This design comes from an exercise in tuning for small area, a short achievable clock period and few clock cycles on the open sky130 flow, not from production work.
Only simulation tests tie the RTL to the original design; equivalence was not proved.
No activity file was given, so power comes from the tool's default toggle rates.

==> flow/design.v (excerpt) <==
module unthbuf_unit (
    input  wire        clk,
    input  wire        rst,         
    input  wire        cmd_valid,
    input  wire [7:0]  cmd_op,
    input  wire [63:0] cmd_a,
    input  wire [63:0] cmd_b,
    output reg         rsp_valid,
    output wire [7:0]  rsp_status,
    output wire [63:0] rsp_d0,
    output wire [63:0] rsp_d1
);
==> flow/config.mk <==
export PLATFORM = sky130hd
export DESIGN_NAME = unthbuf_unit
export DESIGN_NICKNAME = unthbuf_unit
export VERILOG_FILES = /design/flow/design.v
export SDC_FILE = /design/flow/constraint.sdc
export NUM_CORES = 4
export LEC_CHECK = 0
export CAP_MARGIN = 20
export CORE_MARGIN = 2
export CORE_UTILIZATION = 40
export PLACE_DENSITY = 0.6
export SLEW_MARGIN = 20
export SYNTH_HIERARCHICAL = 1
export TNS_END_PERCENT = 20
==> flow/constraint.sdc <==
create_clock -name core_clock -period 100.0 [get_ports {clk}]
set_input_delay 20.0000 -clock core_clock [delete_from_list [all_inputs] [get_ports {clk}]]
set_output_delay 20.0000 -clock core_clock [all_outputs]
set_load 0.01 [all_outputs]
standard.sh (not shown) runs the stock make flow with config.mk's settings and CLKGATE_MAP_FILE= SYNTH_SCRIPT=/design/flow/synth_recipe.tcl, a recipe that flattens the netlist after the stock synthesis.
==> flow/flow/run.sh <==
#!/bin/bash
# The standard layout (standard.sh: ORFS synthesis to finish), with these
# changes:
#  * the ports are buffered with sky130_fd_sc_hd__buf_1 instead of the
#    buffer buffer_ports picks on its own (every port still gets a buffer);
#  * ORFS's repair_timing steps aim for more setup slack than the clock
#    period needs, so that they size up the gates of the worst paths; after
#    placement they only resize and swap pins (no buffering or cloning).
# The clock, the SDC and everything else are the standard flow's.
set -euo pipefail
export BUFFER_PORTS_ARGS="-buffer_cell sky130_fd_sc_hd__buf_1"
SETUP_SLACK_MARGIN=76 bash standard.sh synth floorplan > standard_flow_floorplan.log 2>&1
SETUP_SLACK_MARGIN=75 SETUP_MOVE_SEQUENCE="unbuffer,sizeup,swap" bash standard.sh > standard_flow.log 2>&1
The starting point went through all stages and came out clean.
Testbench counts at the start, summed over its fixed seeds: cycles 12,000.
Change:
--- a/flow/flow/run.sh
+++ b/flow/flow/run.sh
@@ -12,2 +12,2 @@
 SETUP_SLACK_MARGIN=76 bash standard.sh synth floorplan > standard_flow_floorplan.log 2>&1
-SETUP_SLACK_MARGIN=75 SETUP_MOVE_SEQUENCE="unbuffer,sizeup,swap" bash standard.sh > standard_flow.log 2>&1
+SETUP_SLACK_MARGIN=75.5 SETUP_MOVE_SEQUENCE="unbuffer,sizeup,swap" bash standard.sh > standard_flow.log 2>&1
CORE_UTILIZATION = 48   (was 40)
CTS_CLUSTER_DIAMETER = 60   (was default)
CTS_CLUSTER_SIZE = 24   (was default)
PLACE_DENSITY = 0.7   (was 0.6)
Outcome: The changed run passed the timing, DRC and antenna checks. Routed wire length went down by 5.9%. Worst setup slack gains 0.28 ns. Sequential share of layout area went up by 0.16 points. Global-route usage went up by 4.0 points. Maximum frequency went up by 1.1%. Worst hold slack is about the same. Cell area went down by 0.38%. Sequential cell count does not change. Die area went down by 16%.
Change:
CTS_CLUSTER_DIAMETER = 100   (was 60)
CTS_CLUSTER_SIZE = 30   (was 24)
The changed run produced a clean layout.
Final area drops by 1.4%.
Die area is unchanged.
Routed wire length hardly moves.
First-iteration DRC count went down by 1.2%.
Global-route usage falls by 0.14 points.
Clock-buffer cell count went down by 17.

Another version of the RTL of unthbuf_unit (not shown whole).
Size in the first run: ~280 I/O pins, about 43000 sq um of cells after synthesis.
Settings: LEC_CHECK=0, CAP_MARGIN=20, CORE_MARGIN=2, CORE_UTILIZATION=30, PLACE_DENSITY=0.45, SLEW_MARGIN=20, SYNTH_HIERARCHICAL=1; clock period 100.0 ns.
==> flow/flow/run.sh <==
#!/bin/bash
# The standard layout (standard.sh: ORFS synthesis to finish), with two
# changes:
#  * the ports are buffered with sky130_fd_sc_hd__buf_1 instead of the
#    buffer buffer_ports picks on its own (every port still gets a buffer);
#  * ORFS's repair_timing steps aim for more setup slack than the clock
#    period needs, so that they shorten the worst paths.
# The clock, the SDC and everything else are the standard flow's.
set -euo pipefail
export BUFFER_PORTS_ARGS="-buffer_cell sky130_fd_sc_hd__buf_1"
export SETUP_SLACK_MARGIN=76
bash standard.sh > standard_flow.log 2>&1
The first run produced a clean layout.
Testbench counts at the start, summed over its fixed seeds: cycles 12,000.
Edit:
==> flow/flow/run.sh (replaced) <==
#!/bin/bash
# The standard layout (standard.sh: ORFS synthesis to finish), with one
# change: the ports are buffered with sky130_fd_sc_hd__buf_1 instead of the
# buffer buffer_ports picks on its own. Every port still gets a buffer.
set -euo pipefail
export BUFFER_PORTS_ARGS="-buffer_cell sky130_fd_sc_hd__buf_1"
bash standard.sh > standard_flow.log 2>&1
The new run completed without violations.
Setup slack got worse by 1700 ps.
Wire length fell by 7.9%.
Final area fell by 12%.
Maximum frequency fell by 6.5%.
Non-clock buffer count fell by 220.
Critical path depth stays the same.
Power fell by 18%.
First-iteration DRC count fell by 7.5%.
Sequential share of layout area rose by 4.6 points.

unthbuf_unit, a different RTL version from the one above (not shown whole).
Size: ~4,100 cells after synthesis, roughly 690 flip-flops, ~280 I/O pins, ~43,000 um^2 of cells after synthesis.
export LEC_CHECK = 0
export CAP_MARGIN = 20
export CORE_MARGIN = 2
export CORE_UTILIZATION = 30
export PLACE_DENSITY = 0.45
export SLEW_MARGIN = 20
export SYNTH_HIERARCHICAL = 1
export TNS_END_PERCENT = 20
create_clock -name core_clock -period 100.0 [get_ports {clk}]
==> flow/flow/run.sh <==
#!/bin/bash
# The standard layout (standard.sh: ORFS synthesis to finish), with these
# changes:
#  * the ports are buffered with sky130_fd_sc_hd__buf_1 instead of the
#    buffer buffer_ports picks on its own (every port still gets a buffer);
#  * ORFS's repair_timing steps aim for more setup slack than the clock
#    period needs, so that they size up the gates of the worst paths; after
#    placement they only resize and swap pins (no buffering or cloning).
# The clock, the SDC and everything else are the standard flow's.
set -euo pipefail
export BUFFER_PORTS_ARGS="-buffer_cell sky130_fd_sc_hd__buf_1"
SETUP_SLACK_MARGIN=76 bash standard.sh synth floorplan > standard_flow_floorplan.log 2>&1
SETUP_SLACK_MARGIN=75 SETUP_MOVE_SEQUENCE="unbuffer,sizeup,swap" bash standard.sh > standard_flow.log 2>&1
The baseline produced a clean layout.
Testbench counts at the start, summed over its fixed seeds: cycles 12,000.
Edit:
CORE_UTILIZATION = 48   (was 30)
CTS_CLUSTER_DIAMETER = 100   (was default)
CTS_CLUSTER_SIZE = 30   (was default)
PLACE_DENSITY = 0.7   (was 0.45)
=>
- clock-buffer cell count went down by 68
- power fell by roughly a tenth
- via count climbs slightly
- sequential share of layout area came out higher by 2.3 points
- non-clock buffer count does not change
- utilization is higher by 17 points
- die area falls by well over a third
- maximum frequency drops slightly
- register-to-register slack loses 50 ps
- wire length is lower by roughly a tenth
Edit:
==> flow/flow/run.sh (replaced) <==
#!/bin/bash
# The standard layout (standard.sh: ORFS synthesis to finish), with two
# changes:
#  * the ports are buffered with sky130_fd_sc_hd__buf_1 instead of the
#    buffer buffer_ports picks on its own (every port still gets a buffer);
#  * the floorplan step's gate sizing (ORFS's repair_timing after
#    synthesis) aims for more setup slack than the clock period needs, so
#    that it sizes the gates of the worst paths up.
# The clock, the SDC and everything else are the standard flow's.
set -euo pipefail
export BUFFER_PORTS_ARGS="-buffer_cell sky130_fd_sc_hd__buf_1"
SETUP_SLACK_MARGIN=76 bash standard.sh synth floorplan > standard_flow_floorplan.log 2>&1
bash standard.sh > standard_flow.log 2>&1
CORE_UTILIZATION = 40   (was 48)
CTS_CLUSTER_DIAMETER = default   (was 100)
CTS_CLUSTER_SIZE = default   (was 30)
PLACE_DENSITY = 0.6   (was 0.7)
TNS_END_PERCENT = default   (was 20)
Combinational power falls slightly. Worst hold slack got worse by 18 ps. Global-route usage decreases by 4.8 points. Design area rose by a few percent.
Edit:
==> flow/flow/run.sh (replaced) <==
#!/bin/bash
# The standard layout (standard.sh: ORFS synthesis to finish), with these
# changes:
#  * the ports are buffered with sky130_fd_sc_hd__buf_1 instead of the
#    buffer buffer_ports picks on its own (every port still gets a buffer);
#  * ORFS's repair_timing steps aim for more setup slack than the clock
#    period needs, so that they size up the gates of the worst paths; after
#    placement they only resize and swap pins (no buffering or cloning).
# The clock, the SDC and everything else are the standard flow's.
set -euo pipefail
export BUFFER_PORTS_ARGS="-buffer_cell sky130_fd_sc_hd__buf_1"
SETUP_SLACK_MARGIN=76 bash standard.sh synth floorplan > standard_flow_floorplan.log 2>&1
SETUP_SLACK_MARGIN=75.5 SETUP_MOVE_SEQUENCE="unbuffer,sizeup,swap" bash standard.sh > standard_flow.log 2>&1
CORE_UTILIZATION = 48   (was 40)
CTS_CLUSTER_DIAMETER = 80   (was default)
CTS_CLUSTER_SIZE = 30   (was default)
PLACE_DENSITY = 0.7   (was 0.6)
TNS_END_PERCENT = 20   (was default)
Outcome:
- global-route usage is higher by 5.1 points
- cell count is lower by 5.3%
- synthesized cell count stays the same
- clock skew is higher by 9.3 ps
Edit:
--- a/flow/flow/run.sh
+++ b/flow/flow/run.sh
@@ -12,2 +12,2 @@
 SETUP_SLACK_MARGIN=76 bash standard.sh synth floorplan > standard_flow_floorplan.log 2>&1
-SETUP_SLACK_MARGIN=75.5 SETUP_MOVE_SEQUENCE="unbuffer,sizeup,swap" bash standard.sh > standard_flow.log 2>&1
+SETUP_SLACK_MARGIN=75 SETUP_MOVE_SEQUENCE="unbuffer,sizeup,swap" bash standard.sh > standard_flow.log 2>&1
CORE_UTILIZATION = 52   (was 48)
CTS_CLUSTER_DIAMETER = 100   (was 80)
PLACE_DENSITY = 0.75   (was 0.7)
Hold slack improves by 11 ps. Sequential power is about the same. Final cell count went down by 2.2%. Global-route usage went up by 1.9 points. Wire length went down by 2.6%.
Edit:
CTS_CLUSTER_DIAMETER = 60   (was 100)
CTS_CLUSTER_SIZE = 24   (was 30)
=>
- final area rose by 1.8%
- utilization came out higher by 1.0 points
- worst setup slack gains 160 ps
- clock power rose by 42%
- wire length is higher by 0.64%
- synthesized area is unchanged
- worst hold slack improved by 17 ps
- final cell count went up by 0.67%
- global-route usage goes up by 0.37 points
- die area is unchanged
- synthesized cell count stays the same

[separate check: timing with driven ports]
The results above use ideal ports. As a check the final layouts listed here were re-extracted and re-timed, cells and wires unchanged. Step 1 (the two cells are an assumption about what drives the block):
set clk [get_ports {clk}]
set_driving_cell -lib_cell sky130_fd_sc_hd__clkbuf_16 $clk
set_driving_cell -lib_cell sky130_fd_sc_hd__buf_2 [delete_from_list [all_inputs] $clk]
Step 2, shift: input delay + t, output delay - t, t = (earliest + latest rising clock arrival at the registers) / 2. This alone moves slack from input paths to output paths. a / b / c = ideal / step 1 / step 2; a / b = the first two.
| run | t, ns | setup slack, ns | worst hold slack (ns) | worst setup path after step 2 | slew at the worst register clock pin (ns) |
|---|---|---|---|---|---|
| the first run of note 1 | 0.733 | 74.879 / 74.798 / 74.560 | 0.540 / 0.540 / 0.540 | input to register | 0.07 / 0.07 |
| the second run of note 1 | 0.734 | 75.161 / 75.087 / 74.721 | 0.538 / 0.538 / 0.538 | input to register | 0.10 / 0.10 |
| the third run of note 1 | 0.674 | 75.254 / 75.183 / 74.772 | 0.545 / 0.545 / 0.545 | input to register | 0.12 / 0.12 |
| the first run of note 2 | 0.784 | 75.379 / 75.302 / 74.941 | 0.579 / 0.579 / 0.579 | input to register | 0.07 / 0.07 |
| the second run of note 2 | 0.758 | 73.662 / 73.592 / 73.890 | 0.605 / 0.605 / 0.605 | input to register | 0.07 / 0.07 |
| the first run of note 3 | 0.738 | 74.852 / 74.770 / 74.214 | 0.659 / 0.659 / 0.659 | input to register | 0.07 / 0.07 |
| the second run of note 3 | 0.711 | 74.737 / 74.671 / 74.263 | 0.655 / 0.655 / 0.655 | input to register | 0.12 / 0.12 |
| the third run of note 3 | 0.728 | 74.057 / 73.978 / 73.898 | 0.637 / 0.637 / 0.637 | input to register | 0.08 / 0.08 |
| the fourth run of note 3 | 0.665 | 74.870 / 74.919 / 74.254 | 0.628 / 0.628 / 0.628 | input to register | 0.11 / 0.11 |
| the fifth run of note 3 | 0.724 | 74.749 / 74.678 / 74.289 | 0.638 / 0.638 / 0.638 | input to register | 0.12 / 0.12 |
| the sixth run of note 3 | 0.716 | 74.906 / 74.832 / 74.316 | 0.656 / 0.656 / 0.656 | input to register | 0.09 / 0.09 |
After both steps every run listed still meets setup and hold. The setup slack of the first run of note 3, which loses most, moves by -0.082 ns with the drivers and by -0.638 ns with both steps.
